This is an optimization exercise on Yosys and OpenROAD, whose aim is small area, a short achievable clock period and few clock cycles, not a production implementation.
Only simulation tests tie the RTL to the original design; equivalence was not proved.
The flow treats the clock pin as an ideal source. Dropping or thinning the clock tree relies on that and would not hold on a real chip.
Power is estimated from default activity; no workload was simulated.

== job 9696 ==
## lidar_framer
module lidar_framer (
    input  wire         clk,
    input  wire         rst,
    input  wire         cancel,
    input  wire         in_valid,
    input  wire [7:0]   in_data,
    output reg          in_ready,
    output reg          out_valid,
    input  wire         out_ready,
    output wire [339:0] out_rec,
    output reg          err_valid,
    output wire [1:0]   err_code,
    output reg          drop_pulse
);
    reg  [7:0]   d_q;
    reg          v_q;
    reg          in_frame;      
    reg  [5:0]   idx;           
    reg          have_prev;     
    reg          prev_54;       
    reg  [5:0]   dw;            
    reg  [7:0]   sum_lo;
    reg  [5:0]   sum_hi;
    reg          sum_c;
    reg          lo_ok;
    reg  [335:0] sr;
    reg          sh_q;          
    reg          clr_q;         
    wire active   = !rst && !cancel;
    wire consume  = v_q;
    wire take     = active && in_valid && in_ready;
    localparam [5:0] I2  = 6'b000001, I41 = 6'b110111, I42 = 6'b101110,
                     I44 = 6'b111011, I45 = 6'b110110, I46 = 6'b101100;
    wire [5:0] idx_nx = {idx[4:0], idx[5] ^ idx[4]};
    wire is_c0    = (idx == I45);
    wire is_c1    = (idx == I46);
    wire is_sum   = !is_c0 && !is_c1;
    wire is_data  = is_sum && (idx != I42);
    wire f_consume = consume && in_frame;
    wire s_consume = consume && !in_frame;
    wire hdr       = s_consume && have_prev && prev_54 && (d_q == 8'h2C);
    wire new_drop  = s_consume && have_prev && !hdr;
    localparam [5:0] D44 = 6'b000001, D0 = 6'b101100, DM = 6'b011001;
    wire [5:0] dw_nx = {dw[4:0], dw[5] ^ dw[4]};
    wire dw_max    = (dw == DM);
    wire dw_zero   = (dw == D0);
    wire fire_drop = in_frame ? (f_consume && !is_c1 && dw_zero)
                              : (s_consume && dw_max);
    wire done      = f_consume && is_c1;
    wire cks_ok    = lo_ok && (d_q[7:6] == 2'b00) && (sum_hi == d_q[5:0]);
    wire [8:0] lo_add = {1'b0, sum_lo} + {1'b0, d_q};
    wire v_n        = take;
    wire in_frame_n = hdr || (in_frame && !done);
    wire ov_n       = !rst && ((done && cks_ok && !cancel) || (out_valid && !out_ready));
  ...
Size: ~590 cells after synthesis, about 380 flip-flops, roughly 360 I/O pins, ~12000 um2 of cells after synthesis.
==> flow/config.mk <==
export PLATFORM = sky130hd
export DESIGN_NAME = lidar_framer
export DESIGN_NICKNAME = lidar_framer
export VERILOG_FILES = /design/flow/design.v
export SDC_FILE = /design/flow/constraint.sdc
export NUM_CORES = 4
export LEC_CHECK = 0
export ABC_CLOCK_PERIOD_IN_PS = 4000
export CAP_MARGIN = 20
export CORE_MARGIN = 2
export CORE_UTILIZATION = 55
export PLACE_DENSITY = 0.7
export SLEW_MARGIN = 20
==> flow/constraint.sdc <==
create_clock -name core_clock -period 10.0 [get_ports {clk}]
set_input_delay 2.0000 -clock core_clock [delete_from_list [all_inputs] [get_ports {clk}]]
set_output_delay 2.0000 -clock core_clock [all_outputs]
set_load 0.01 [all_outputs]
standard.sh (not shown) runs the stock make flow with config.mk's settings and CLKGATE_MAP_FILE= SYNTH_SCRIPT=/design/flow/synth_recipe.tcl, a recipe that flattens the netlist after the stock synthesis.
==> flow/flow/run.sh <==
#!/bin/bash
# Standard ORFS layout with the smallest buffer on every port, clock tree
# clusters from CTS (clkbuf_16 only, larger clusters, no dummy loads), and the
# tree above the clusters rebuilt by flow/clock_tree.tcl: the clock port
# drives four group inverters, each driving the leaf inverters of a quadrant;
# paths left behind the output paths are then repaired (see clock_tree.tcl).
set -euo pipefail
export BUFFER_PORTS_ARGS="-buffer_cell sky130_fd_sc_hd__buf_1"
export CTS_ARGS="-sink_clustering_enable -repair_clock_nets -dont_use_dummy_load -sink_clustering_size 25 -sink_clustering_max_diameter 100 -buf_list sky130_fd_sc_hd__clkbuf_16"
export POST_CTS_TCL="$(pwd)/flow/clock_tree.tcl"
bash standard.sh > standard.log 2>&1
Other scripts of this flow, unchanged in this note and not shown: flow/flow/clock_tree.tcl
Testbench counts of job 9696, summed over its fixed seeds: cycles 15,519.
### job 9696 -> job 2496
# job 9696
export LEC_CHECK = 0
export ABC_CLOCK_PERIOD_IN_PS = 4000
export CAP_MARGIN = 20
export CORE_MARGIN = 2
export CORE_UTILIZATION = 55
export PLACE_DENSITY = 0.7
export SLEW_MARGIN = 20
create_clock -name core_clock -period 10.0 [get_ports {clk}]
# job 2496
export LEC_CHECK = 0
export ABC_CLOCK_PERIOD_IN_PS = 4000
export CAP_MARGIN = 20
export CORE_MARGIN = 2
export CORE_UTILIZATION = 60
export PLACE_DENSITY = 0.75
export SLEW_MARGIN = 20
create_clock -name core_clock -period 10.0 [get_ports {clk}]
--- a/flow/flow/run.sh
+++ b/flow/flow/run.sh
@@ -6,4 +6,6 @@
 # paths left behind the output paths are then repaired (see clock_tree.tcl).
 set -euo pipefail
+# Synthesis: plain logic for abc instead of the half/full adder cells.
+export ADDER_MAP_FILE=
 export BUFFER_PORTS_ARGS="-buffer_cell sky130_fd_sc_hd__buf_1"
 export CTS_ARGS="-sink_clustering_enable -repair_clock_nets -dont_use_dummy_load -sink_clustering_size 25 -sink_clustering_max_diameter 100 -buf_list sky130_fd_sc_hd__clkbuf_16"
Findings:
- Going from job 9696 to job 2496, die boundary width shrank by a few percent.
- Per the comparison of job 2496 with job 9696, synthesized area went down about 1.4%; adder-cell share of the synthesized area went down 1.3 points; register-to-register slack went up 60 ps.
- Job 9696 has a lower final period utilization than job 2496.
- Compared with job 9696, job 2496 shows a global-route usage that is 2.0 points higher.
- In job 2496 the area of combinational cells with multiple inputs turned out 12% lower than in job 9696.
[inputs] job 6685 vs job 2496
# job 2496
export LEC_CHECK = 0
export ABC_CLOCK_PERIOD_IN_PS = 4000
export CAP_MARGIN = 20
export CORE_MARGIN = 2
export CORE_UTILIZATION = 60
export PLACE_DENSITY = 0.75
export SLEW_MARGIN = 20
create_clock -name core_clock -period 10.0 [get_ports {clk}]
# job 6685
export LEC_CHECK = 0
export ABC_CLOCK_PERIOD_IN_PS = 4000
export CAP_MARGIN = 20
export CORE_MARGIN = 2
export CORE_UTILIZATION = 58
export PLACE_DENSITY = 0.72
export SLEW_MARGIN = 20
create_clock -name core_clock -period 10.0 [get_ports {clk}]
--- a/flow/flow/run.sh
+++ b/flow/flow/run.sh
@@ -6,6 +6,4 @@
 # paths left behind the output paths are then repaired (see clock_tree.tcl).
 set -euo pipefail
-# Synthesis: plain logic for abc instead of the half/full adder cells.
-export ADDER_MAP_FILE=
 export BUFFER_PORTS_ARGS="-buffer_cell sky130_fd_sc_hd__buf_1"
 export CTS_ARGS="-sink_clustering_enable -repair_clock_nets -dont_use_dummy_load -sink_clustering_size 25 -sink_clustering_max_diameter 100 -buf_list sky130_fd_sc_hd__clkbuf_16"
Notes after the runs:
In job 6685, the utilization came out 2.1 points below the value in job 2496. Delta (job 6685 minus job 2496): synthesis-to-layout area growth shows a reduction of 0.28 points, worst-case hold slack shows no meaningful change, count of flip-flops with a built-in enable after synthesis shows no meaningful change, total length of routed wires shows an increase of about 5%. | final sequential cell count | job 6685 vs job 2496 | ≈ equal |. Job 6685 vs. job 2496: final non-filler cell total increased 9, register-to-register setup slack increased 200 ps, height of the die increased 2.4%, well-tap cell count increased about 1.9%.
> inputs changed (job 6685 -> job 9589)
# job 6685
export LEC_CHECK = 0
export ABC_CLOCK_PERIOD_IN_PS = 4000
export CAP_MARGIN = 20
export CORE_MARGIN = 2
export CORE_UTILIZATION = 58
export PLACE_DENSITY = 0.72
export SLEW_MARGIN = 20
create_clock -name core_clock -period 10.0 [get_ports {clk}]
# job 9589
export LEC_CHECK = 0
export ABC_AREA = 1
export CAP_MARGIN = 20
export CORE_MARGIN = 2
export CORE_UTILIZATION = 55
export PLACE_DENSITY = 0.7
export SLEW_MARGIN = 20
create_clock -name core_clock -period 10.0 [get_ports {clk}]
--- a/flow/flow/run.sh
+++ b/flow/flow/run.sh
@@ -6,4 +6,6 @@
 # paths left behind the output paths are then repaired (see clock_tree.tcl).
 set -euo pipefail
+# Synthesis: plain logic for abc instead of the half/full adder cells.
+export ADDER_MAP_FILE=
 export BUFFER_PORTS_ARGS="-buffer_cell sky130_fd_sc_hd__buf_1"
 export CTS_ARGS="-sink_clustering_enable -repair_clock_nets -dont_use_dummy_load -sink_clustering_size 25 -sink_clustering_max_diameter 100 -buf_list sky130_fd_sc_hd__clkbuf_16"
--- outcome ---
- Job 6685 ended up with compound AO/OA/AOI/OAI gates as its dominant combinational cell family by area after synthesis; job 9589 ended up with simple AND/OR/NAND/NOR gates.
- Job 9589 has arrival time reported for the critical path endpoint below what job 6685 had.
- Signed area change from the synthesized netlist to the final layout: job 9589 vs job 6685 up 0.18 points
- Taking job 6685 as the reference, in job 9589 ratio of cells with drive above 1 in the final layout shows an increase of 0.90 points; clock latency reported for the late side of the worst-skew pair essentially unchanged; worst setup slack after layout now sits higher; number of fillers in the final layout shows an increase of 7.9%.
- Area after synthesis delta (job 9589 − job 6685): favourable
- Job 6685 → job 9589: worst ir drop on vdd climbed about 0.7%; number of tap instances climbed 5.
In every run of this note, the design's own scripts or RTL, not TritonCTS, make the clock network.

static timing again, ports no longer ideal:
The results above use ideal ports. As a check the final layouts listed here were re-extracted and re-timed, cells and wires unchanged.
Step 1, drivers: a clkbuf_16 drives clk and a buf_2 each remaining input, both assumed.
Step 2 adds t to the input delays and takes it off the output delays; t is the mean of the earliest and latest rising clock arrival at the registers after step 1. Input paths then give back, and output paths get back, about the clock's delay inside the block.
Three values: ideal, step 1, step 2; two values: the first two.
run	t (ns)	setup WS [ns]	worst setup path at the end	slew at the worst register clock pin (ns)
job 9696	0.306	7.237 / 7.061 / 7.236	input to register	0.09 / 0.09
job 2496	0.297	7.210 / 7.043 / 7.293	input to register	0.09 / 0.09
job 6685	0.305	7.207 / 7.031 / 7.293	input to register	0.09 / 0.10
job 9589	0.311	7.238 / 7.063 / 7.159	input to register	0.10 / 0.11
After both steps every run listed still meets setup and hold. The setup slack of job 9589, which loses most, moves by -0.175 ns with the drivers and by -0.079 ns with both steps.
